Context: an optimization exercise on an open-source flow, tuned for small area, a short achievable clock period and few clock cycles per item. The choices shown serve that exercise and are no tape-out recipe. At most, simulation tests tie the RTL to the original design; equivalence was not proved. No functional check of the RTL was part of run 4. No driver is modelled on the clock port, so clocking that relies on it looks cheaper here than on a real chip. Power figures rest on the tool's default switching activity, not on a simulated workload.

[flow/standard.sh]
#!/bin/bash
# synth_recipe.tcl (not shown) runs the flow's synth.tcl, then flattens the netlist and writes it again
# the make line also repeats each setting of config.mk as NAME=value (left out here)
make -C /OpenROAD-flow-scripts/flow DESIGN_CONFIG=/design/flow/config.mk WORK_HOME=/design/flow/orfs CLKGATE_MAP_FILE= SYNTH_SCRIPT=/design/flow/synth_recipe.tcl "${@:-finish}"
[flow/flow/rmroot.tcl]
proc my_remove_clock_root {} {
  set blk [ord::get_db_block]
  foreach inst [$blk getInsts] {
    set m [[$inst getMaster] getName]
    if {![string match "sky130_fd_sc_hd__clkbuf_*" $m]} continue
    set a [$inst findITerm A]
    set inet [$a getNet]
    if {$inet eq "NULL" || [$inet getName] ne "clk"} continue
    set onet [[$inst findITerm X] getNet]
    set loads {}
    foreach it [$onet getITerms] {
      if {[$it getInst] ne $inst} { lappend loads $it }
    }
    if {[llength $loads] > 4 || [llength [$inet getITerms]] != 1} {
      puts "my_remove_clock_root: keeping [$inst getName] ([llength $loads] loads)"
      continue
    }
    foreach it $loads { $it disconnect; $it connect $inet }
    puts "my_remove_clock_root: removed [$inst getName], port now drives [llength $loads] buffers"
    odb::dbInst_destroy $inst
    odb::dbNet_destroy $onet
  }
}
[flow/flow/prects.tcl]
# Run before CTS: after clock_tree_synthesis, drop the tree's root buffer
# so that the clock port drives the first-level tree buffers directly.
source [file join [file dirname [info script]] rmroot.tcl]
rename clock_tree_synthesis my_orig_clock_tree_synthesis
proc clock_tree_synthesis {args} {
  my_orig_clock_tree_synthesis {*}$args
  my_remove_clock_root
}
[flow/design.v]
module ebus_crc8_table (
    input  wire [7:0] index,
    output reg  [7:0] entry
);
  integer k;
  always @(*) begin
    entry = index;
    for (k = 0; k < 8; k = k + 1)
      entry = entry[7] ? ((entry << 1) ^ 8'h9B) : (entry << 1);
  end
endmodule
module ebus_deframer (
    input  wire       clk,
    input  wire       rst,
    input  wire       raw_valid,     
    input  wire [7:0] raw_byte,
    output reg        log_valid,     
    output reg  [7:0] log_byte,
    output reg        log_syn,       
    output reg        log_zero,      
    output reg        log_nack,      
    output reg        log_gt16,      
    output reg        evt_valid,     
    output reg        evt_frm,       
    output reg  [5:0] evt_a_lo,      
    output reg  [7:0] evt_b
);
  reg       pend_valid;
  reg [5:0] pend;
  wire       b7   = raw_byte[7];
  wire       b6   = raw_byte[6];
  wire       cmd1 = (pend[5:2] == 4'd1);
  wire [7:0] x;
  assign x[5:0] = raw_byte[5:0];
  assign x[7:6] = (pend_valid & b7) ? {pend[1] ^ (pend[0] & b6), pend[0] ^ b6}
                                    : raw_byte[7:6];
  always @(posedge clk) begin
    if (rst) begin
      pend_valid <= 1'b0;
      log_valid  <= 1'b0;
      evt_valid  <= 1'b0;
      evt_b      <= 8'h00;
    end else begin
      if (raw_valid) pend_valid <= ~pend_valid & b7 & b6;
      log_valid <= raw_valid & (pend_valid ? (~b7 | cmd1) : ~(b7 & b6));
      evt_valid <= raw_valid & pend_valid & (~b7 | ~cmd1);
      evt_b     <= x;
    end
  end
  always @(posedge clk) begin
    if (!pend_valid) pend <= raw_byte[5:0];
    log_byte <= x;
    log_syn  <= (x == 8'hAA);
    log_zero <= (x == 8'h00);
    log_nack <= (x == 8'hFF);
    log_gt16 <= (x > 8'h10);
    evt_frm  <= ~b7;
    evt_a_lo <= b7 ? {2'b00, pend[5:2]} : pend;
  end
endmodule
module ebus_telegram_fsm (
    input  wire         clk,
    input  wire         rst,
    input  wire         in_valid,      
    input  wire [7:0]   in_byte,
    input  wire         in_syn,        
    input  wire         in_zero,       
    input  wire         in_nack,       
    input  wire         in_gt16,       
    output reg          emit,
    output reg  [7:0]   req_src,
    output reg  [7:0]   req_dest,
    output reg  [7:0]   req_cmd_hi,
    output reg  [7:0]   req_cmd_lo,
    output reg  [4:0]   req_len,
    output wire [127:0] req_payload,
    output reg  [7:0]   req_crc,       
    output reg          has_rsp,       
    output reg  [4:0]   rsp_len,
    output wire [127:0] rsp_payload,
    output reg  [7:0]   rsp_crc,       
    output reg          evt_valid,
    output reg  [1:0]   evt_code,      
    output reg          evt_rsp,
    output reg  [7:0]   evt_a,
    output reg  [7:0]   evt_b
);
  localparam [7:0] BROADCAST = 8'hFE;
  reg s_syn, s_src, s_dest, s_cmdh, s_cmdl, s_len, s_dreq, s_drsp, s_crc, s_ack, s_rsp;
  wire s_data = s_dreq | s_drsp;
  reg [7:0] r_pl [0:15];
  reg [7:0] p_pl [0:15];
  reg [3:0] idx;           
  reg       last;          
  reg       bcast;
  genvar gi;
  generate
    for (gi = 0; gi < 16; gi = gi + 1) begin : g_pl
      assign req_payload[8*gi +: 8] = r_pl[gi];
      assign rsp_payload[8*gi +: 8] = p_pl[gi];
    end
  endgenerate
  wire [7:0] crc_act = has_rsp ? rsp_crc : req_crc;
  wire [7:0] req_tab, rsp_tab;
  ebus_crc8_table u_req_table (.index(req_crc), .entry(req_tab));
  ebus_crc8_table u_rsp_table (.index(rsp_crc), .entry(rsp_tab));
  wire [7:0] req_next = req_tab ^ in_byte;
  wire [7:0] rsp_next = rsp_tab ^ in_byte;
  wire       crc_eq   = has_rsp ? (in_byte == rsp_crc) : (in_byte == req_crc);
  wire [4:0] act_len  = s_drsp ? rsp_len : req_len;
  wire [4:0] idx_inc  = {1'b0, idx} + 5'd1;
  wire [4:0] idx_inc2 = {1'b0, idx} + 5'd2;
  wire       len_one  = (in_byte[4:0] == 5'd1);
  always @(posedge clk) begin
    evt_b       <= in_byte;
    evt_a       <= s_crc ? crc_act : in_byte;
    evt_rsp     <= s_rsp | has_rsp;
    evt_code[1] <= s_crc | s_ack;
    evt_code[0] <= ~s_crc;
  end
  integer i;
  always @(posedge clk) begin
    for (i = 0; i < 16; i = i + 1) begin
      if (s_dreq && idx == i[3:0]) r_pl[i] <= in_byte;
      if (s_drsp && idx == i[3:0]) p_pl[i] <= in_byte;
    end
  end
  always @(posedge clk) begin
    if (in_valid) begin
      if (s_src && !in_syn) begin
        req_src <= in_byte;
        req_crc <= in_byte;
        has_rsp <= 1'b0;
      end
      if (s_dest) begin
        req_dest <= in_byte;
        req_crc  <= req_next;
        bcast    <= (in_byte == BROADCAST);
      end
      if (s_cmdh) begin
        req_cmd_hi <= in_byte;
        req_crc    <= req_next;
      end
      if (s_cmdl) begin
        req_cmd_lo <= in_byte;
        req_crc    <= req_next;
      end
      if (s_len && !in_gt16) begin
        req_len   <= in_byte[4:0];
        req_crc   <= req_next;
        idx       <= 4'd0;
        last      <= len_one;
      end
      if (s_dreq) req_crc <= req_next;
      if (s_drsp) rsp_crc <= rsp_next;
      if (s_data) begin
        idx  <= idx_inc[3:0];
        last <= (idx_inc2 == act_len);
      end
      if (s_rsp && !in_syn && !in_gt16) begin
        rsp_len   <= in_byte[4:0];
        rsp_crc   <= in_byte;
        has_rsp   <= 1'b1;
        idx       <= 4'd0;
        last      <= len_one;
      end
    end
  end
  always @(posedge clk) begin
    if (rst) begin
      s_syn     <= 1'b1;
      s_src     <= 1'b0;
      s_dest    <= 1'b0;
      s_cmdh    <= 1'b0;
      s_cmdl    <= 1'b0;
      s_len     <= 1'b0;
      s_dreq    <= 1'b0;
      s_drsp    <= 1'b0;
      s_crc     <= 1'b0;
      s_ack     <= 1'b0;
      s_rsp     <= 1'b0;
      emit      <= 1'b0;
      evt_valid <= 1'b0;
    end else begin
      emit      <= in_valid & ((s_ack & in_zero & has_rsp) |
                               (s_ack & in_syn & bcast) |
                               (s_rsp & in_syn));
      evt_valid <= in_valid & ((s_len & in_gt16) |
                               (s_crc & ~crc_eq) |
                               (s_ack & ~in_zero & ~in_nack & ~in_syn) |
                               (s_rsp & ~in_syn & in_gt16));
      if (in_valid) begin
        s_syn  <= (s_syn & ~in_syn) |
                  (s_len & in_gt16) |
                  (s_crc & ~crc_eq) |
                  (s_ack & ~in_syn & ~(in_zero & ~has_rsp)) |
                  (s_rsp & (in_syn | in_gt16));
        s_src  <= ((s_syn | s_src | s_ack) & in_syn);
        s_dest <= s_src & ~in_syn;
        s_cmdh <= s_dest;
        s_cmdl <= s_cmdh;
        s_len  <= s_cmdl;
        s_dreq <= (s_len & ~in_gt16 & ~in_zero) |
                  (s_dreq & ~last);
        s_drsp <= (s_rsp & ~in_syn & ~in_gt16 & ~in_zero) |
                  (s_drsp & ~last);
        s_crc  <= ((s_len | s_rsp) & in_zero) |
                  (s_data & last);
        s_ack  <= s_crc & crc_eq;
        s_rsp  <= s_ack & in_zero & ~has_rsp;
      end
    end
  end
endmodule
module ebus_decoder (
    input  wire         clk,
    input  wire         rst,
    input  wire         in_valid,
    input  wire [7:0]   in_data,
    output wire         in_ready,
    output wire         tel_valid,
    output wire [7:0]   tel_src,
    output wire [7:0]   tel_dest,
    output wire [7:0]   tel_cmd_hi,
    output wire [7:0]   tel_cmd_lo,
    output wire [4:0]   tel_len,
    output wire [127:0] tel_payload,
    output wire [7:0]   tel_crc,
    output wire         tel_has_rsp,
    output wire [4:0]   tel_rsp_len,
    output wire [127:0] tel_rsp_payload,
    output wire [7:0]   tel_rsp_crc,
    output wire         dfr_evt_valid,
    output wire [3:0]   dfr_evt_code,
    output wire [7:0]   dfr_evt_a,
    output wire [7:0]   dfr_evt_b,
    output wire         fsm_evt_valid,
    output wire [3:0]   fsm_evt_code,
    output wire         fsm_evt_rsp,
    output wire [7:0]   fsm_evt_a,
    output wire [7:0]   fsm_evt_b
);
  assign in_ready = 1'b1;
  wire       log_valid;
  wire [7:0] log_byte;
  wire       log_syn, log_zero, log_nack, log_gt16;
  wire       dfr_frm;
  wire [5:0] dfr_a_lo;
  ebus_deframer u_deframer (
      .clk      (clk),
      .rst      (rst),
      .raw_valid(in_valid),
      .raw_byte (in_data),
      .log_valid(log_valid),
      .log_byte (log_byte),
      .log_syn  (log_syn),
      .log_zero (log_zero),
      .log_nack (log_nack),
      .log_gt16 (log_gt16),
      .evt_valid(dfr_evt_valid),
      .evt_frm  (dfr_frm),
      .evt_a_lo (dfr_a_lo),
      .evt_b    (dfr_evt_b)
  );
  assign dfr_evt_code = {2'b00, ~dfr_frm, dfr_frm};
  assign dfr_evt_a    = {dfr_frm, dfr_frm, dfr_a_lo};
  wire [1:0] evt_code;
  ebus_telegram_fsm u_fsm (
      .clk        (clk),
      .rst        (rst),
      .in_valid   (log_valid),
      .in_byte    (log_byte),
      .in_syn     (log_syn),
      .in_zero    (log_zero),
      .in_nack    (log_nack),
      .in_gt16    (log_gt16),
      .emit       (tel_valid),
      .req_src    (tel_src),
      .req_dest   (tel_dest),
      .req_cmd_hi (tel_cmd_hi),
      .req_cmd_lo (tel_cmd_lo),
      .req_len    (tel_len),
      .req_payload(tel_payload),
      .req_crc    (tel_crc),
      .has_rsp    (tel_has_rsp),
      .rsp_len    (tel_rsp_len),
      .rsp_payload(tel_rsp_payload),
      .rsp_crc    (tel_rsp_crc),
      .evt_valid  (fsm_evt_valid),
      .evt_code   (evt_code),
      .evt_rsp    (fsm_evt_rsp),
      .evt_a      (fsm_evt_a),
      .evt_b      (fsm_evt_b)
  );
  assign fsm_evt_code = {1'b0, evt_code[1], ~evt_code[1], evt_code[0]};
endmodule
[flow/flow/run.sh]
#!/bin/bash
# Standard ORFS layout (the standard.sh, standard synthesis unchanged),
# except that:
#  - the port buffers are buf_1 instead of the cell buffer_ports picks;
#  - after CTS the clock tree's root buffer is removed, so the clock port
#    drives the tree's first-level buffers (2 to 4 of them) directly;
#  - after global placement each output port's buffer, and the register
#    driving it, are moved next to the port's pin (detailed placement
#    legalizes them); a register that also drives other loads gets a
#    buffer next to it in front of those loads.
set -euo pipefail
export BUFFER_PORTS_ARGS="-buffer_cell sky130_fd_sc_hd__buf_1"
export PRE_CTS_TCL="$PWD/flow/prects.tcl"
export POST_GLOBAL_PLACE_TCL="$PWD/flow/pullff.tcl"
bash standard.sh finish > standard_flow.log 2>&1
[flow/flow/pullff.tcl]
# After global placement: move each output port's buffer, and the register
# that drives it, to the core edge next to the port's pin, so that both the
# register-to-buffer and the buffer-to-pin wires are short. Detailed
# placement then legalizes the moved cells.
proc my_pull_output_regs {} {
  set blk [ord::get_db_block]
  set core [$blk getCoreArea]
  set cx0 [$core xMin]; set cy0 [$core yMin]
  set cx1 [$core xMax]; set cy1 [$core yMax]
  set moved 0
  foreach bt [$blk getBTerms] {
    if {[$bt getIoType] ne "OUTPUT"} continue
    set net [$bt getNet]
    if {$net eq "NULL"} continue
    set buf ""
    foreach it [$net getITerms] {
      if {[$it getIoType] eq "OUTPUT"} { set buf [$it getInst] }
    }
    if {$buf eq ""} continue
    set bb [$bt getBBox]
    set px [expr {([$bb xMin] + [$bb xMax]) / 2}]
    set py [expr {([$bb yMin] + [$bb yMax]) / 2}]
    set px [expr {min(max($px, $cx0), $cx1 - 2000)}]
    set py [expr {min(max($py, $cy0), $cy1 - 2720)}]
    $buf setLocation $px $py
    set a [$buf findITerm A]
    if {$a eq "NULL"} continue
    set inet [$a getNet]
    if {$inet eq "NULL"} continue
    set drv ""
    foreach it [$inet getITerms] {
      if {[$it getIoType] eq "OUTPUT"} { set drv [$it getInst] }
    }
    if {$drv eq ""} continue
    if {![string match "*dfxtp*" [[$drv getMaster] getName]]} continue
    $drv setLocation $px $py
    incr moved
  }
  puts "my_pull_output_regs: moved $moved registers"
}
my_pull_output_regs
# For each register that drives an output port's buffer and also other
# loads, put a buffer next to the register in front of those other loads,
# so the register itself sees two short wires.
proc my_isolate_output_regs {} {
  set blk [ord::get_db_block]
  set n 0
  foreach bt [$blk getBTerms] {
    if {[$bt getIoType] ne "OUTPUT"} continue
    set net [$bt getNet]
    if {$net eq "NULL"} continue
    set buf ""
    foreach it [$net getITerms] {
      if {[$it getIoType] eq "OUTPUT"} { set buf [$it getInst] }
    }
    if {$buf eq ""} continue
    set a [$buf findITerm A]
    if {$a eq "NULL"} continue
    set inet [$a getNet]
    if {$inet eq "NULL"} continue
    set drv ""
    set others {}
    foreach it [$inet getITerms] {
      if {[$it getIoType] eq "OUTPUT"} { set drv [$it getInst]; continue }
      if {[$it getInst] ne $buf} {
        lappend others "[[$it getInst] getName]/[[$it getMTerm] getName]"
      }
    }
    if {$drv eq "" || [llength $others] == 0} continue
    if {![string match "*dfxtp*" [[$drv getMaster] getName]]} continue
    set loc [$drv getLocation]
    set x [expr {[lindex $loc 0] / 1000.0}]
    set y [expr {[lindex $loc 1] / 1000.0}]
    insert_buffer -buffer_cell sky130_fd_sc_hd__buf_2 -load_pins [get_pins $others] -location [list $x $y]
    incr n
  }
  puts "my_isolate_output_regs: buffered $n registers"
}
my_isolate_output_regs
[flow/config.mk]
export PLATFORM = sky130hd
export DESIGN_NAME = ebus_decoder
export DESIGN_NICKNAME = ebus_decoder
export VERILOG_FILES = /design/flow/design.v
export SDC_FILE = /design/flow/constraint.sdc
export NUM_CORES = 4
export LEC_CHECK = 0
export ABC_AREA = 1
export CAP_MARGIN = 20
export CORE_MARGIN = 2
export CORE_UTILIZATION = 40
export CTS_CLUSTER_DIAMETER = 80
export CTS_CLUSTER_SIZE = 30
export PLACE_DENSITY = 0.45
export SETUP_SLACK_MARGIN = 3.0
export SLEW_MARGIN = 20
[flow/constraint.sdc]
create_clock -name core_clock -period 5.0 [get_ports {clk}]
set_input_delay 1.0000 -clock core_clock [delete_from_list [all_inputs] [get_ports {clk}]]
set_output_delay 1.0000 -clock core_clock [all_outputs]
set_load 0.01 [all_outputs]
==> flow_summary.toml, run 1 <==
[global_route]
grt_pass1_vias = 7861
met3_usage = 0.0238
antenna_found_initial = 0
overflow = 0
use_met1 = 0.273
grt_pass1_wl_um = 51200
track_usage = 0.195
busiest_layer = "met2"
use_met2 = 0.324
grt_max_degree = 44

[final_layout]
layout_common_cells = "buf_1, edfxtp_1, nand2_1"
final_common_cell = "buf_1"
nets = 1307
final_util = 0.496
area_growth_pct = 23.1
fin_cells = 1751
n_antenna_cell = 0
drive_gt1_frac = 0.144

[sta]
rsz0062_at_grt = "yes"
fin_worst_skew_ns = 0.0195
relSlewSlack = 0.355
tns_ns = 0
fmax_mhz = 496
slew_violations = 0
fin_crit_ns = 2.02
setup_viol = 0
hold_viol_final = 0
tightest_slew_ns = 0.967
setup_ws_ns = 2.98
finalCritPeriodShare = 0.403

[power_and_ir_drop]
ir_drop_mv = 0.283
power.static_leakage_uw = 0.00571
power.density_mw_per_mm2 = 338

[route]
drc_errors = 0
drtAntennaViolNets = 0
drtIter0Drc = 541
routed_via_density = 4.83
drt_wl_total_um = 35800
dr.pass1.iters = 5
routedWlPerCell_um = 20.4
vias = 8449

[logic_synthesis]
yosysWarnings = 5
avgSynthCellArea_sq_um = 15.4
synth_top_area_frac = 0.733
syn_inst = 873
async_flop_share = 0
synth-edff-count = 327
ys_seq_area_frac = 0.825
netlist_area_sq_mm = 0.0134
yosys-top-cells-area = "edfxtp_1, dfxtp_1, nand2_1"
synthDistinctLibCells = 37
synthFlopType = "edfxtp_1"
ys_ff_latch = 389
synth_largest_area_cell = "edfxtp_1"

[critical_path]
path_class = "reg2out"
required_ns = 4.00
cpMaxStageDelayCell = "edfxtp_1"
cp_cell_sequence = "buf_1"
critical_path.max_fanout = 1
critical_path.endpoint_type = "output port"
cp_top_family = "flip-flops"
max_stage_delay_ns = 0.45
path_buf_inv = 1
worst_setup_path_start_kind = "flip-flop"
cp.arrival_ns = 1.02

[clock_tree]
holdBufCountCts = 0
cts.sinks = 389
clk_latency_ns = 0.41
cts_tree = "built"
cts_made_buffers = 20
clk_pin_slew_worst_paths_ns = 0.11

[placed_design]
portBuffers = 366
dp_cells = 1705
dp_hpwl_um = 23800
place_ws_ns = 2.45

[hold_path]
hp-class = "reg2reg"

[floorplan]
rows = 67
dieArea_sq_mm = 0.0350
coreArea_sq_mm = 0.0333
die_x_um = 187
start_util = 0.403
io-pin-count = 371
die_h_um = 187

[outcome]
status = "timing/DRC/antenna clean"

[run]
maxCapViolations = 0
sequential cells by signal, indices dropped and copies added (netlist names), 8 cells and up:
| register | cells |
|---|---|
| u_fsm.p_pl | 128 |
| u_fsm.r_pl | 128 |
| u_deframer.evt_b | 8 |
| u_deframer.log_byte | 8 |
| u_fsm.evt_a | 8 |
| u_fsm.evt_b | 8 |
| u_fsm.req_cmd_hi | 8 |
| u_fsm.req_cmd_lo | 8 |
| u_fsm.req_crc | 8 |
| u_fsm.req_dest | 8 |
| u_fsm.req_src | 8 |
| u_fsm.rsp_crc | 8 |
what timing repair did:
action                     CTS  global route
resized for setup           31            88
buffers inserted             5             6
setup endpoints to repair  237           289
cloned                       1             0
pin swaps                    0             1
synthesized netlist by cell type, types with 2 or more instances:
cell,count
edfxtp_1,327
nand2_1,153
inv_1,70
nor2_1,65
dfxtp_1,62
nand3_1,39
o21ai_0,26
xor2_1,23
a21oi_1,14
buf_4,10
nor3_1,9
nand4_1,8
o211ai_1,8
xnor2_1,8
clkbuf_1,6
ha_1,6
buf_2,5
nor4_1,4
inv_2,3
a31oi_1,2
clkinv_1,2
conb_1,2
mux2i_1,2
nand2_2,2
nand3_2,2
nand3b_1,2
or2_2,2
xor2_2,2
per-stage QoR:
| stage | instance area [sq um] | power (uW) | hold WS [ns] |
|---|---|---|---|
| 2_1_floorplan | 13400 | 3710 | 0.451 |
| 3_3_place_gp | 15300 | 3800 | 0.486 |
| 3_5_place_dp | 15400 | 3800 | 0.475 |
| 4_1_cts | 16200 | 5600 | 0.492 |
| 5_1_grt | 16500 | 5740 | 0.512 |
| 6_report | 16500 | 5570 | 0.497 |
power by group:
group | total, uW | switching [uW] | internal (uW)
Sequential | 3560 | 24.0 | 3540
Clock | 1830 | 1050 | 784
Combinational | 174 | 135 | 39.1
Total | 5570 | 1210 | 4360
metal layers:
layer  vias to the layer above  wire length, um
li1                       3883                -
met1                      4083            15300
met2                       434            17500
met3                        49             2050
met4                         0              940
met5                         -                0
cells by family (layout without fill, tap and decap cells):
kind of cell,Yosys count,in the layout,share of synthesized area
AND/OR/NAND/NOR,288,288,0.0903
multiplexers,2,2,0.00149
other,2,4,0.000560
flip-flops,389,389,0.825
XOR/XNOR,33,33,0.0227
adder cells (fa/ha/maj),6,6,0.00560
AO/OA/AOI/OAI,56,56,0.0237
buffers and inverters,97,525,0.0304
worst paths after layout:
path,startpoint,end,slack [ns],cells past startpoint
hold reg to reg,u_fsm.s_dest,u_fsm.s_dest,0.50,2
setup / recovery,u_fsm.p_pl[13][5],tel_rsp_payload[109],2.98,1
hold / removal,u_fsm.s_dest,u_fsm.s_dest,0.50,2
setup reg to reg,u_fsm.idx[3],u_fsm.r_pl[13][6],3.04,2
final cells by class, without the clock buffers:
cell class,count,area [sq um]
timing repair inverter,1,7.51
sequential,389,11100
clock inverter,9,153
multi-input combinational,389,2130
inverter,75,305
timing repair buffer,415,1770
fill,2780,16800
tap,448,561
Testbench counts, summed over its fixed seeds: cycles 13,828, bytes 13,812.
==> inputs of run 2 (changes only) <==
--- a/flow/config.mk
+++ b/flow/config.mk
@@ -5,7 +5,6 @@
 export SDC_FILE = /design/flow/constraint.sdc
 export NUM_CORES = 4
 export LEC_CHECK = 0
-export ABC_AREA = 1
 export CAP_MARGIN = 20
 export CORE_MARGIN = 2
 export CORE_UTILIZATION = 40
==> run 2 against run 1 <==
- combinational power is 5% lower
- synthesized area is 3.2% lower
- first-iteration DRC count is 20% lower
- utilization is 0.18 points higher
- fmax is 0.79% higher
- global-route usage is 0.48 points lower
- total power is 3.9% lower
- critical path depth stayed put
- register-to-register slack worse by 0.02 ns
- critical path type unchanged
- largest power group unchanged
==> flow_summary.toml, run 2 <==
[critical_path]
r2r_setup_slack_ns = 3.02
required_ns = 4.00
max_stage_delay_ns = 0.45
r2r-start = "u_fsm.idx[3]"
critical_path.max_fanout = 1
critPathLaunch = "u_fsm.req_cmd_hi[7]"
path_class = "reg2out"
endpoint = "tel_cmd_hi[7]"
path_depth = 1
cp_top_family = "flip-flops"
cpMaxStageDelayCell = "edfxtp_1"
cp_cell_sequence = "clkbuf_2"
r2r_end = "u_fsm.r_pl[5][5]"
path_buf_inv = 1
critical_path.endpoint_type = "output port"
r2r_cells = 2
cp.arrival_ns = 1.00
worst_setup_path_start_kind = "flip-flop"

[clock_tree]
clk_pin_slew_worst_paths_ns = 0.11
clk_latency_ns = 0.41
holdBufCountCts = 0
cts.sinks = 389
cts_made_buffers = 18
cts_tree = "built"

[sta]
hold_viol_final = 0
relSlewSlack = 0.509
fin_crit_ns = 2.00
setup_viol = 0
tightest_slew_ns = 0.733
fmax_mhz = 500
rsz0062_at_grt = "yes"
slew_violations = 0
finalCritPeriodShare = 0.400
whs_ns = 0.467
fin_worst_skew_ns = 0.0284
tns_ns = 0

[hold_path]
min_from = "u_fsm.s_src"
hp-class = "reg2reg"

[route]
met3WireLength_um = 1990
drt_wl_total_um = 33500
routedWlPerCell_um = 22.1
routed_via_density = 4.91
dr.pass1.iters = 5
drtAntennaViolNets = 0
routed-wl-met2_um = 17400
top_layer = "met4"
wl_met1_um = 13500
vias = 7452
drtIter0Drc = 433
drc_errors = 0

[final_layout]
final_common_cell = "buf_1"
drive_gt1_frac = 0.143
area_growth_pct = 21.6
regArea_sq_mm = 0.0111
top_regs = "u_fsm.p_pl: 128 flops, u_fsm.r_pl: 128 flops"
fillers = 2544
nets = 1122
fin_cells = 1518
multi_input_area_sq_mm = 0.00188
layout_common_cells = "buf_1, edfxtp_1, dfxtp_1"

[global_route]
track_usage = 0.190
grt_pass1_wl_um = 47400
antenna_found_initial = 0
overflow = 0
grt_max_degree = 45
grt_pass1_vias = 7384

[logic_synthesis]
synthFlopType = "edfxtp_1"
ys_seq_area_frac = 0.853
synth-edff-count = 327
yosys-top-cells-area = "edfxtp_1, dfxtp_1, xnor2_1"
async_flop_share = 0
synth_top_area_frac = 0.757
netlist_area_sq_mm = 0.0130
avgSynthCellArea_sq_um = 18.5
yosysWarnings = 5
ys_ff_latch = 389
synthDistinctLibCells = 44
syn_inst = 702
synth_most_common_cell = "edfxtp_1"
synth_largest_area_cell = "edfxtp_1"
synth_commonest_cells = "edfxtp_1, nor2_1, dfxtp_1"

[placed_design]
portBuffers = 366
dp_hpwl_um = 22300
dp_cells = 1483

[floorplan]
io-pin-count = 371
start_util = 0.409
rows = 65
die_h_um = 184
die_x_um = 184
coreArea_sq_mm = 0.0317
dieArea_sq_mm = 0.0339

[run]
maxCapViolations = 0

[power_and_ir_drop]
power.static_leakage_uw = 0.00517
power.density_mw_per_mm2 = 339
ir_drop_mv = 0.340

[outcome]
status = "timing/DRC/antenna clean"
[run 2: power by group]
group	switching, uW	internal (uW)	leakage, uW
sequential	23.2	3540	0.00347
clock	950	675	0.000258
combinational	121	44.0	0.00144
total	1090	4260	0.00517
[run 2: cell families after synthesis]
family / count (synthesis) / synth area share
adders and majority gates: 6 / 0.00579
AOI/OAI and AO/OA: 39 / 0.0179
and+or+nand+nor: 146 / 0.0515
DFF: 389 / 0.853
xor gates and xnor gates: 59 / 0.0409
muxes: 20 / 0.0161
other: 2 / 0.000579
buffers and inverters: 41 / 0.0146
[run 2: how the worst min path moves through the flow]
stage / end / slack [ns] / cells after the start
after detailed placement: u_fsm.s_src / 0.45 / 2
after CTS: u_fsm.s_src / 0.47 / 2
after floorplan: u_fsm.evt_code[0] / 0.37 / 1
final: u_fsm.s_src / 0.47 / 2
after global placement: u_fsm.s_src / 0.45 / 2
after global routing: u_fsm.s_src / 0.51 / 2
[run 2: area by class of cell, without the clock buffers]
class / count / area share
multi-input cells: 274 / 0.119
flip-flops and latches: 389 / 0.702
well taps: 402 / 0.0319
diodes: 1 / 0.000159
clock inverters: 7 / 0.00579
inverters: 14 / 0.00333
repair buffers: 409 / 0.110
[run 2: per-layer routing]
metal / track usage / up-vias
li1: - / 3345
met1: 0.239 / 3708
met2: 0.348 / 368
met3: 0.0252 / 31
met4: 0.0477 / 0
met5: 0 / -
[run 2: metrics by stage]
| stage | worst slack (ns) | power, uW | cell area, sq um | utilization |
|---|---|---|---|---|
| after detailed placement | 2.53 | 3800 | 14900 | 0.471 |
| after global placement | 2.58 | 3800 | 14800 | 0.467 |
| after CTS | 2.94 | 5390 | 15600 | 0.491 |
| final | 3.00 | 5350 | 15800 | 0.497 |
| after global routing | 2.91 | 5510 | 15800 | 0.497 |
| after floorplan | 3.01 | 3710 | 13000 | - |
[run 2: what timing repair did]
action | in CTS | in global routing
buffers inserted | 1 | 4
pin swaps | 1 | 5
resized for setup | 27 | 69
endpoints found under the setup margin | 98 | 222
==> inputs of run 3 (changes only) <==
--- a/flow/config.mk
+++ b/flow/config.mk
@@ -8,8 +8,8 @@
 export CAP_MARGIN = 20
 export CORE_MARGIN = 2
 export CORE_UTILIZATION = 40
-export CTS_CLUSTER_DIAMETER = 80
-export CTS_CLUSTER_SIZE = 30
+export CTS_CLUSTER_DIAMETER = 50
+export CTS_CLUSTER_SIZE = 18
 export PLACE_DENSITY = 0.45
-export SETUP_SLACK_MARGIN = 3.0
+export SETUP_SLACK_MARGIN = 3.05
 export SLEW_MARGIN = 20
==> run 3 against run 2 <==
- synthesized area unchanged
- final cell count is 1.8% higher
- fmax down 1.0%
- synthesized cell count unchanged
- critical path depth grew 3
- wire length increased by 2.3%
- clock power grew about 60%
- first-iteration DRC count decreased by 11%
- global-route usage grew 0.63 points
- sequential share of layout area fell by 2.3 points
- sequential power hardly changed
- critical path type is now reg2reg
- critical endpoint is now u_fsm.last
- highest routed layer unchanged
==> flow_summary.toml, run 3 <==
[outcome]
status = "timing/DRC/antenna clean"

[critical_path]
r2r-start = "u_deframer.log_byte[1]"
r2r_cells = 4
r2r_end = "u_fsm.last"
cp.arrival_ns = 2.10
worst_setup_path_start_kind = "flip-flop"
critical_path.endpoint_type = "flip-flop"
r2r_setup_slack_ns = 2.98
critical_path.max_fanout = 32
required_ns = 5.07
path_class = "reg2reg"

[global_route]
grt_pass1_vias = 7599
grt_pass1_wl_um = 48800
overflow = 0
track_usage = 0.197
antenna_found_initial = 0
grt_max_degree = 45

[hold_path]
hp-class = "reg2reg"
holdPathStages = 2
min_from = "u_fsm.s_src"
min_to = "u_fsm.s_src"

[floorplan]
die_h_um = 184
coreArea_sq_mm = 0.0317
die_x_um = 184
rows = 65
io-pin-count = 371
dieArea_sq_mm = 0.0339
start_util = 0.409

[logic_synthesis]
synth_commonest_cells = "edfxtp_1, nor2_1, dfxtp_1"
yosys-top-cells-area = "edfxtp_1, dfxtp_1, xnor2_1"
ys_seq_area_frac = 0.853
synth_most_common_cell = "edfxtp_1"
netlist_area_sq_mm = 0.0130
synthXorXnorAreaFrac = 0.0409
syn_inst = 702
avgSynthCellArea_sq_um = 18.5
synthFlopType = "edfxtp_1"
ys_ff_latch = 389
yosysWarnings = 5
synthAdderAreaFrac = 0.00579
synth_largest_area_cell = "edfxtp_1"
synth_top_family_by_area = "simple AND/OR/NAND/NOR gates"
synth_compound_area_frac = 0.0179
synthSimpleGateAreaFrac = 0.0515
synthDistinctLibCells = 44
synthMuxAreaShare = 0.0161
async_flop_share = 0
synth_top_area_frac = 0.757
synth-edff-count = 327

[sta]
slew_violations = 0
fmax_mhz = 495
fin_worst_skew_ns = 0.0233
setup_ws_ns = 2.98
hold_viol_final = 0
tns_ns = 0
tightest_slew_ns = 0.765
whs_ns = 0.461
rsz0062_at_grt = "yes"
finalCritPeriodShare = 0.404
relSlewSlack = 0.488
fin_crit_ns = 2.02
setup_viol = 0

[route]
dr.pass1.iters = 5
drtIter0Drc = 385
vias = 7618
drc_errors = 0
routed_via_density = 4.93
drt_wl_total_um = 34300
drtAntennaViolNets = 0
routedWlPerCell_um = 22.2

[final_layout]
nets = 1137
area_growth_pct = 25.7
top_regs = "u_fsm.p_pl: 128 flops, u_fsm.r_pl: 128 flops"
fillers = 2542
n_antenna_cell = 0
multi_input_area_sq_mm = 0.00189
layout_common_cells = "buf_1, edfxtp_1, dfxtp_1"
regArea_sq_mm = 0.0111
fin_cells = 1545
drive_gt1_frac = 0.139
final_common_cell = "buf_1"

[clock_tree]
cts_tree = "built"
cts.sinks = 389
cts_made_buffers = 34
clk_pin_slew_worst_paths_ns = 0.07
clk_latency_ns = 0.35

[run]
maxCapViolations = 0

[power_and_ir_drop]
power.static_leakage_uw = 0.00534
ir_drop_mv = 0.227
power.density_mw_per_mm2 = 387
total_power_uw = 6320

[placed_design]
place_ws_ns = 2.55
portBuffers = 366
dp_cells = 1483
dp_hpwl_um = 22600
## run 3: cell counts after synthesis
No cell type changed its count.
## run 3: routing by layer
layer	global-route usage	vias up	wire (um)
met5	0	-	0
met4	0.0576	0	751
met3	0.0335	59	2000
met2	0.347	394	17500
met1	0.249	3777	14000
li1	-	3388	-
## run 3: repair_timing
item	CTS	global route
setup endpoints to repair	193	183
pin swaps	1	5
setup buffers	0	4
gates resized for setup	32	36
hold endpoints to repair	0	0
hold buffers	0	0
## run 3: area by class of cell, without the clock buffers
class | instances | area share
Clock inverter | 15 | 0.0119
Inverter | 14 | 0.00345
Multi-Input combinational cell | 274 | 0.116
Sequential cell | 389 | 0.679
Tap cell | 402 | 0.0308
Timing Repair Buffer | 408 | 0.102
## run 3: worst max-delay path by stage
stage                                 from                   to  slack [ns]  cells past startpoint
finish              u_deframer.log_byte[1]           u_fsm.last        2.98                      4
detailed placement                     rst          u_fsm.s_syn        2.55                      4
global route              u_fsm.rsp_len[4]           u_fsm.last        2.85                      6
CTS                           u_fsm.idx[2]           u_fsm.last        2.93                      5
global placement                       rst          u_fsm.s_syn        2.57                      4
floorplan                       in_data[1]  u_deframer.log_gt16        3.06                      2
## run 3: critical path: stages (launching register included)
cell and delay (ns):
dfxtp_2 0.68, buf_4 0.52, nand2b_1 0.16, nor4_1 0.05, mux2_1 0.33
## run 3: stage by stage
stage,area (sq um),util
final,16300,0.514
after detailed placement,14900,0.471
after floorplan,13000,-
after global routing,16300,0.514
after CTS,16200,0.509
after global placement,14800,0.467
## run 3: cell families (layout without fill, tap and decap cells)
group / after synthesis / in the layout
AO/OA/AOI/OAI: 39 / 39
XOR/XNOR: 59 / 59
adder cells (fa/ha/maj): 6 / 6
buffers and inverters: 41 / 480
flip-flops: 389 / 389
multiplexers: 20 / 20
other: 2 / 4
AND/OR/NAND/NOR: 146 / 146
## run 3: power by group
part	switching [uW]	internal (uW)
Clock	1090	1500
Sequential	26.7	3540
Combinational	118	43.0
==> inputs of run 4 (changes only) <==
--- a/flow/design.v
+++ b/flow/design.v
@@ -22,8 +22,7 @@
     output reg        log_gt16,      
     output reg        evt_valid,     
     output reg        evt_frm,       
-    output reg  [5:0] evt_a_lo,      
-    output reg  [7:0] evt_b
+    output reg  [5:0] evt_a_lo       
 );
   reg       pend_valid;
   reg [5:0] pend;
@@ -39,12 +38,10 @@
       pend_valid <= 1'b0;
       log_valid  <= 1'b0;
       evt_valid  <= 1'b0;
-      evt_b      <= 8'h00;
     end else begin
       if (raw_valid) pend_valid <= ~pend_valid & b7 & b6;
       log_valid <= raw_valid & (pend_valid ? (~b7 | cmd1) : ~(b7 & b6));
       evt_valid <= raw_valid & pend_valid & (~b7 | ~cmd1);
-      evt_b     <= x;
     end
   end
   always @(posedge clk) begin
@@ -259,10 +256,10 @@
       .log_gt16 (log_gt16),
       .evt_valid(dfr_evt_valid),
       .evt_frm  (dfr_frm),
-      .evt_a_lo (dfr_a_lo),
-      .evt_b    (dfr_evt_b)
+      .evt_a_lo (dfr_a_lo)
   );
   assign dfr_evt_code = {2'b00, ~dfr_frm, dfr_frm};
+  assign dfr_evt_b    = log_byte;
   assign dfr_evt_a    = {dfr_frm, dfr_frm, dfr_a_lo};
   wire [1:0] evt_code;
   ebus_telegram_fsm u_fsm (
--- a/flow/config.mk
+++ b/flow/config.mk
@@ -8,8 +8,8 @@
 export CAP_MARGIN = 20
 export CORE_MARGIN = 2
 export CORE_UTILIZATION = 40
-export CTS_CLUSTER_DIAMETER = 50
-export CTS_CLUSTER_SIZE = 18
+export CTS_CLUSTER_DIAMETER = 80
+export CTS_CLUSTER_SIZE = 30
 export PLACE_DENSITY = 0.45
-export SETUP_SLACK_MARGIN = 3.05
+export SETUP_SLACK_MARGIN = 2.9
 export SLEW_MARGIN = 20
==> run 4 against run 3 <==
- synthesized cell count fell by 2.6%
- combinational power rose by 33%
- critical path type is now reg2out
- final area fell by 4.0%
- register-to-register slack barely moved
- synthesized area fell by 1.7%
- final cell count fell by 1.6%
- fmax fell by 6.9%
- largest power group unchanged
==> flow_summary.toml, run 4 <==
[sta]
fin_worst_skew_ns = 0.0142
rsz0062_at_grt = "yes"
fmax_mhz = 460
fin_crit_ns = 2.17
slew_violations = 0
finalCritPeriodShare = 0.434
setup_viol = 0
relSlewSlack = 0.431
tns_ns = 0
tightest_slew_ns = 0.850
hold_viol_final = 0

[logic_synthesis]
async_flop_share = 0
synth_top_area_frac = 0.770
synthAdderAreaFrac = 0.00589
ys_ff_latch = 381
syn_inst = 684
synth_most_common_cell = "edfxtp_1"
synth_compound_area_frac = 0.0185
synth_top_family_by_area = "simple AND/OR/NAND/NOR gates"
ys_seq_area_frac = 0.855
synthDistinctLibCells = 45
yosysWarnings = 5
yosys-top-cells-area = "edfxtp_1, dfxtp_1, xnor2_1"
avgSynthCellArea_sq_um = 18.6
synthFlopType = "edfxtp_1"
synthSimpleGateAreaFrac = 0.0496
synth_commonest_cells = "edfxtp_1, nor2_1, dfxtp_1"
netlist_area_sq_mm = 0.0127
synth-edff-count = 327
synthMuxAreaShare = 0.0164
synth_largest_area_cell = "edfxtp_1"
synthXorXnorAreaFrac = 0.0398

[final_layout]
nets = 1126
fin_area_sq_mm = 0.0157
top_regs = "u_fsm.p_pl: 128 flops, u_fsm.r_pl: 128 flops"
layout_common_cells = "buf_1, edfxtp_1, nor2_1"
drive_gt1_frac = 0.106
final_common_cell = "buf_1"
area_growth_pct = 22.8
n_antenna_cell = 0

[power_and_ir_drop]
switching_share = 0.205
power.static_leakage_uw = 0.00511
power.density_mw_per_mm2 = 335
ir_drop_mv = 0.313
switchingPower_uw = 1080
pwr-share-seq = 0.665
comb_power_share = 0.041
power_frac_clock = 0.294
internal_power_uw = 4170

[floorplan]
coreArea_sq_mm = 0.0315
io-pin-count = 371
rows = 65
die_x_um = 183
die_h_um = 183
dieArea_sq_mm = 0.0333
start_util = 0.405

[clock_tree]
holdBufCountCts = 0
cts.sinks = 381
cts_tree = "built"
clk_pin_slew_worst_paths_ns = 0.11
clk_latency_ns = 0.39
cts_made_buffers = 17

[critical_path]
required_ns = 4.00
worst_setup_path_start_kind = "flip-flop"
r2r_setup_slack_ns = 2.99
path_class = "reg2out"
r2r_end = "u_fsm.p_pl[11][2]"
critical_path.max_fanout = 14
critical_path.endpoint_type = "output port"
r2r_cells = 2
cp.arrival_ns = 1.17
r2r-start = "u_fsm.idx[2]"

[global_route]
grt_pass1_vias = 7367
overflow = 0
grt_max_degree = 32
track_usage = 0.212
antenna_found_initial = 5
grt_pass1_wl_um = 50700

[run]
maxCapViolations = 0

[route]
routed_via_density = 5.00
drt_wl_total_um = 36500
drc_errors = 0
drtAntennaViolNets = 0
drtIter0Drc = 650
vias = 7599
routedWlPerCell_um = 24.0
dr.pass1.iters = 7

[placed_design]
dpl_cell_area_sq_mm = 0.0148
dp_hpwl_um = 23800
portBuffers = 366

[hold_path]
min_to = "u_fsm.s_src"
hp-class = "reg2reg"
min_from = "u_fsm.s_src"
holdPathStages = 2

[outcome]
status = "timing/DRC/antenna clean"
run 4: repair_timing:
| action | 4_1_cts | 5_1_grt |
|---|---|---|
| gates resized for setup | 24 | 12 |
| pin swaps | 0 | 0 |
| endpoints found under the hold margin | 0 | 0 |
| cloned | 5 | 0 |
| setup buffers | 12 | 5 |
| endpoints found under the setup margin | 28 | 55 |
run 4: cell type report, without the clock buffers:
class                   count  area, sq um
clock inverters             5         50.0
fillers                  2534        15800
inverters                  13         48.8
multi-input cells         266         1710
flip-flops and latches    381        10900
well taps                 402          503
repair buffers            431         1980
run 4: metrics by stage:
step	util	hold WS [ns]	setup slack (ns)	total power, uW	instances
floorplan	-	0.434	2.94	3640	686
global placement	0.463	0.448	2.68	3720	1438
detailed placement	0.469	0.447	2.61	3730	1471
CTS	0.495	0.463	2.78	5270	1516
global route	0.497	0.487	2.78	5400	1521
finish	0.497	0.465	2.83	5250	1521
run 4: logic make-up (layout without fill, tap and decap cells):
family	count (synthesis)	in the layout
flops	381	381
fa+ha+maj	6	6
compound gates	39	39
xor+xnor	58	58
buf+inv	39	472
other cells	2	4
simple gates	139	139
mux	20	20
run 4: power by group through the flow:
| stage | Sequential, uW | Combinational [uW] | Clock (uW) |
|---|---|---|---|
| 2_1_floorplan | 3580 | 56.8 | 0 |
| 3_3_place_gp | 3580 | 134 | 0 |
| 3_5_place_dp | 3580 | 150 | 0 |
| 4_1_cts | 3490 | 214 | 1570 |
| 5_1_grt | 3490 | 231 | 1680 |
| 6_report | 3490 | 216 | 1540 |
run 4: routing by layer:
metal	track usage	share of wire	vias to the layer above
li1	-	-	3327
met3	0.0331	0.077	28
met5	0	0	-
met4	0.0397	0.014	0
met2	0.365	0.50	421
met1	0.287	0.41	3823
run 4: how the worst max path moves through the flow:
stage / start / to / slack, ns
2_1_floorplan: in_data[7] / u_deframer.log_gt16 / 2.94
4_1_cts: u_deframer.log_byte[1] / dfr_evt_b[1] / 2.78
6_report: u_deframer.log_byte[1] / dfr_evt_b[1] / 2.83
3_3_place_gp: in_data[7] / u_deframer.log_syn / 2.68
3_5_place_dp: u_deframer.log_byte[4] / u_fsm.s_ack / 2.61
5_1_grt: u_deframer.log_byte[1] / dfr_evt_b[1] / 2.78
run 4: worst max-delay path, cell delays in order (launching register included):
cell      delay [ns]
dfxtp_4         0.39
buf_6           0.21
clkbuf_2        0.18
==> inputs of run 5 (changes only) <==
--- a/flow/design.v
+++ b/flow/design.v
@@ -22,7 +22,8 @@
     output reg        log_gt16,      
     output reg        evt_valid,     
     output reg        evt_frm,       
-    output reg  [5:0] evt_a_lo       
+    output reg  [5:0] evt_a_lo,      
+    output reg  [7:0] evt_b
 );
   reg       pend_valid;
   reg [5:0] pend;
@@ -38,10 +39,12 @@
       pend_valid <= 1'b0;
       log_valid  <= 1'b0;
       evt_valid  <= 1'b0;
+      evt_b      <= 8'h00;
     end else begin
       if (raw_valid) pend_valid <= ~pend_valid & b7 & b6;
       log_valid <= raw_valid & (pend_valid ? (~b7 | cmd1) : ~(b7 & b6));
       evt_valid <= raw_valid & pend_valid & (~b7 | ~cmd1);
+      evt_b     <= x;
     end
   end
   always @(posedge clk) begin
@@ -256,10 +259,10 @@
       .log_gt16 (log_gt16),
       .evt_valid(dfr_evt_valid),
       .evt_frm  (dfr_frm),
-      .evt_a_lo (dfr_a_lo)
+      .evt_a_lo (dfr_a_lo),
+      .evt_b    (dfr_evt_b)
   );
   assign dfr_evt_code = {2'b00, ~dfr_frm, dfr_frm};
-  assign dfr_evt_b    = log_byte;
   assign dfr_evt_a    = {dfr_frm, dfr_frm, dfr_a_lo};
   wire [1:0] evt_code;
   ebus_telegram_fsm u_fsm (
--- a/flow/flow/run.sh
+++ b/flow/flow/run.sh
@@ -5,9 +5,9 @@
 #  - after CTS the clock tree's root buffer is removed, so the clock port
 #    drives the tree's first-level buffers (2 to 4 of them) directly;
 #  - after global placement each output port's buffer, and the register
-#    driving it, are moved next to the port's pin (detailed placement
-#    legalizes them); a register that also drives other loads gets a
-#    buffer next to it in front of those loads.
+#    driving it if it drives nothing else, are moved next to the port's
+#    pin (detailed placement legalizes them); a register that also drives
+#    other loads gets a buffer next to it in front of those loads.
 set -euo pipefail
 export BUFFER_PORTS_ARGS="-buffer_cell sky130_fd_sc_hd__buf_1"
 export PRE_CTS_TCL="$PWD/flow/prects.tcl"
--- a/flow/flow/pullff.tcl
+++ b/flow/flow/pullff.tcl
@@ -33,6 +33,8 @@
     }
     if {$drv eq ""} continue
     if {![string match "*dfxtp*" [[$drv getMaster] getName]]} continue
+    # a register with other loads stays where global placement put it
+    if {[llength [$inet getITerms]] > 2} continue
     $drv setLocation $px $py
     incr moved
   }
==> run 5 against run 4 <==
- wire length down 11%
- critical path depth down 1
- combinational power down 29%
- clock skew about the same
- synthesized cell count up 2.6%
- clock power up 8%
- via count down 3.3%
- critical path type unchanged
- highest routed layer unchanged
==> flow_summary.toml, run 5 <==
[logic_synthesis]
yosys-top-cells-area = "edfxtp_1, dfxtp_1, xnor2_1"
ys_ff_latch = 389
synthDistinctLibCells = 44
synth-edff-count = 327
avgSynthCellArea_sq_um = 18.5
synthFlopType = "edfxtp_1"
yosysWarnings = 5
synth_top_area_frac = 0.757
async_flop_share = 0
synth_most_common_cell = "edfxtp_1"
netlist_area_sq_mm = 0.0130
synth_commonest_cells = "edfxtp_1, nor2_1, dfxtp_1"
synth_largest_area_cell = "edfxtp_1"
syn_inst = 702
ys_seq_area_frac = 0.853

[final_layout]
top_regs = "u_fsm.p_pl: 128 flops, u_fsm.r_pl: 128 flops"
layout_common_cells = "buf_1, edfxtp_1, nor2_1"
final_common_cell = "buf_1"
final_util = 0.490
drive_gt1_frac = 0.0845
n_antenna_cell = 0
nets = 1117
area_growth_pct = 19.8

[floorplan]
io-pin-count = 371
die_x_um = 184
coreArea_sq_mm = 0.0317
rows = 65
dieArea_sq_mm = 0.0339
start_util = 0.409
die_h_um = 184

[clock_tree]
clk_pin_slew_worst_paths_ns = 0.10
holdBufCountCts = 0
clk_latency_ns = 0.39
cts_made_buffers = 18
cts.sinks = 389
cts_tree = "built"

[route]
drt_wl_total_um = 32700
dr.pass1.iters = 7
vias = 7351
drtIter0Drc = 448
drtAntennaViolNets = 0
routed_via_density = 4.86
drc_errors = 0
routedWlPerCell_um = 21.6

[sta]
hold_viol_final = 0
tns_ns = 0
fin_worst_skew_ns = 0.0143
fin_crit_ns = 2.03
whs_ns = 0.473
slew_violations = 0
relSlewSlack = 0.448
tightest_slew_ns = 0.824
finalCritPeriodShare = 0.407
setup_viol = 0
fmax_mhz = 492
rsz0062_at_grt = "yes"

[global_route]
overflow = 0
grt_pass1_wl_um = 46200
grt_pass1_vias = 7212
grt_max_degree = 45
antenna_found_initial = 0
track_usage = 0.185

[critical_path]
critical_path.endpoint_type = "output port"
path_depth = 1
required_ns = 4.00
worst_setup_path_start_kind = "flip-flop"
cp_cell_sequence = "buf_1"
r2r_cells = 4
r2r-start = "u_fsm.idx[0]"
critPathLaunch = "u_fsm.rsp_len[4]"
endpoint = "tel_rsp_len[4]"
path_class = "reg2out"
path_buf_inv = 1
cpMaxStageDelayCell = "edfxtp_1"
cp_top_family = "flip-flops"
r2r_setup_slack_ns = 2.99
critical_path.max_fanout = 2
cp.arrival_ns = 1.03
max_stage_delay_ns = 0.48
r2r_end = "u_fsm.p_pl[6][2]"

[run]
maxCapViolations = 0

[power_and_ir_drop]
total_power_uw = 5380
power.density_mw_per_mm2 = 346
power.static_leakage_uw = 0.00502
ir_drop_mv = 0.264

[placed_design]
portBuffers = 366
dp_hpwl_um = 21800

[outcome]
status = "timing/DRC/antenna clean"

[hold_path]
hp-class = "reg2reg"
[run 5: what timing repair did]
| item | CTS | global route |
|---|---|---|
| resized for setup | 6 | 10 |
| setup buffers | 0 | 0 |
| pin swaps | 0 | 1 |
| endpoints found under the setup margin | 58 | 55 |
[run 5: logic make-up (layout without fill, tap and decap cells)]
logic type / Yosys count / count (layout) / synth area share
flip-flops: 389 / 389 / 0.853
other: 2 / 4 / 0.000579
adder cells (fa/ha/maj): 6 / 6 / 0.00579
AO/OA/AOI/OAI: 39 / 39 / 0.0179
XOR/XNOR: 59 / 59 / 0.0409
multiplexers: 20 / 20 / 0.0161
buffers and inverters: 41 / 449 / 0.0146
AND/OR/NAND/NOR: 146 / 146 / 0.0515
[run 5: worst min path at each step]
| stage | startpoint | to | slack [ns] | cells past startpoint |
|---|---|---|---|---|
| final | u_fsm.s_src | u_fsm.s_src | 0.47 | 2 |
| after global routing | u_fsm.s_src | u_fsm.s_src | 0.48 | 2 |
| after CTS | u_fsm.s_src | u_fsm.s_src | 0.46 | 2 |
| after detailed placement | u_fsm.s_src | u_fsm.s_src | 0.45 | 2 |
| after global placement | u_fsm.s_src | u_fsm.s_src | 0.45 | 2 |
| after floorplan | u_fsm.s_crc | u_fsm.evt_code[0] | 0.37 | 1 |
[run 5: per-stage QoR]
stage	std cells	setup WS (ns)	area, sq um
3_3_place_gp	1454	2.56	14800
3_5_place_dp	1483	2.55	14900
5_1_grt	1514	2.85	15500
2_1_floorplan	704	2.95	13000
4_1_cts	1514	2.91	15500
6_report	1514	2.97	15500
[run 5: where the power goes]
part | switching [uW] | internal, uW
sequential | 24.2 | 3540
clock | 958 | 708
combinational | 113 | 40.1
total | 1100 | 4290
[run 5: area by class of cell, without the clock buffers]
| cell class | count | area [sq um] |
|---|---|---|
| tap | 402 | 503 |
| sequential | 389 | 11100 |
| clock inverter | 6 | 72.6 |
| timing repair buffer | 404 | 1590 |
| fill | 2655 | 16200 |
| multi-input combinational | 274 | 1780 |
| inverter | 14 | 52.6 |
[run 5: layer usage]
layer  up-vias  track usage  routed length, um
met4         0       0.0432                526
met5         -            0                  0
li1       3328            -                  -
met2       373        0.321              16500
met1      3618        0.244              13600
met3        32       0.0305               2010
Testbench counts of run 5, summed over its fixed seeds: cycles 13,828, bytes 13,812.

separate check: timing with driven ports:
No port has a modelled driver above. Below, the same layouts with a new extraction and two added sets of constraints.
Step 1 assumes that a clkbuf_16 drives the clock port and a buf_2 every other input.
Step 2 moves the port delays by t, midway between the first and last clock arrival at a register: inputs arrive t later, outputs are due t later. That takes back most of the time a late clock gives input paths.
Three values: ideal, step 1, step 2; two values: the first two.
run | t, ns | setup slack, ns | worst hold slack (ns) | latest minus earliest clock arrival (ns) | worst register clock-pin slew, ns
run 1 | 0.467 | 2.984 / 2.917 / 2.665 | 0.497 / 0.497 / 0.497 | 0.022 / 0.022 | 0.11 / 0.11
run 2 | 0.457 | 2.999 / 2.939 / 2.634 | 0.467 / 0.467 / 0.467 | 0.029 / 0.029 | 0.12 / 0.12
run 3 | 0.429 | 2.979 / 2.964 / 2.785 | 0.461 / 0.461 / 0.461 | 0.026 / 0.027 | 0.08 / 0.08
run 4 | 0.443 | 2.828 / 2.767 / 2.693 | 0.465 / 0.465 / 0.465 | 0.015 / 0.015 | 0.11 / 0.11
run 5 | 0.447 | 2.966 / 2.905 / 2.659 | 0.473 / 0.473 / 0.473 | 0.015 / 0.015 | 0.11 / 0.11
After both steps every run listed still meets setup and hold. The setup slack of run 2, which loses most, moves by -0.060 ns with the drivers and by -0.365 ns with both steps.
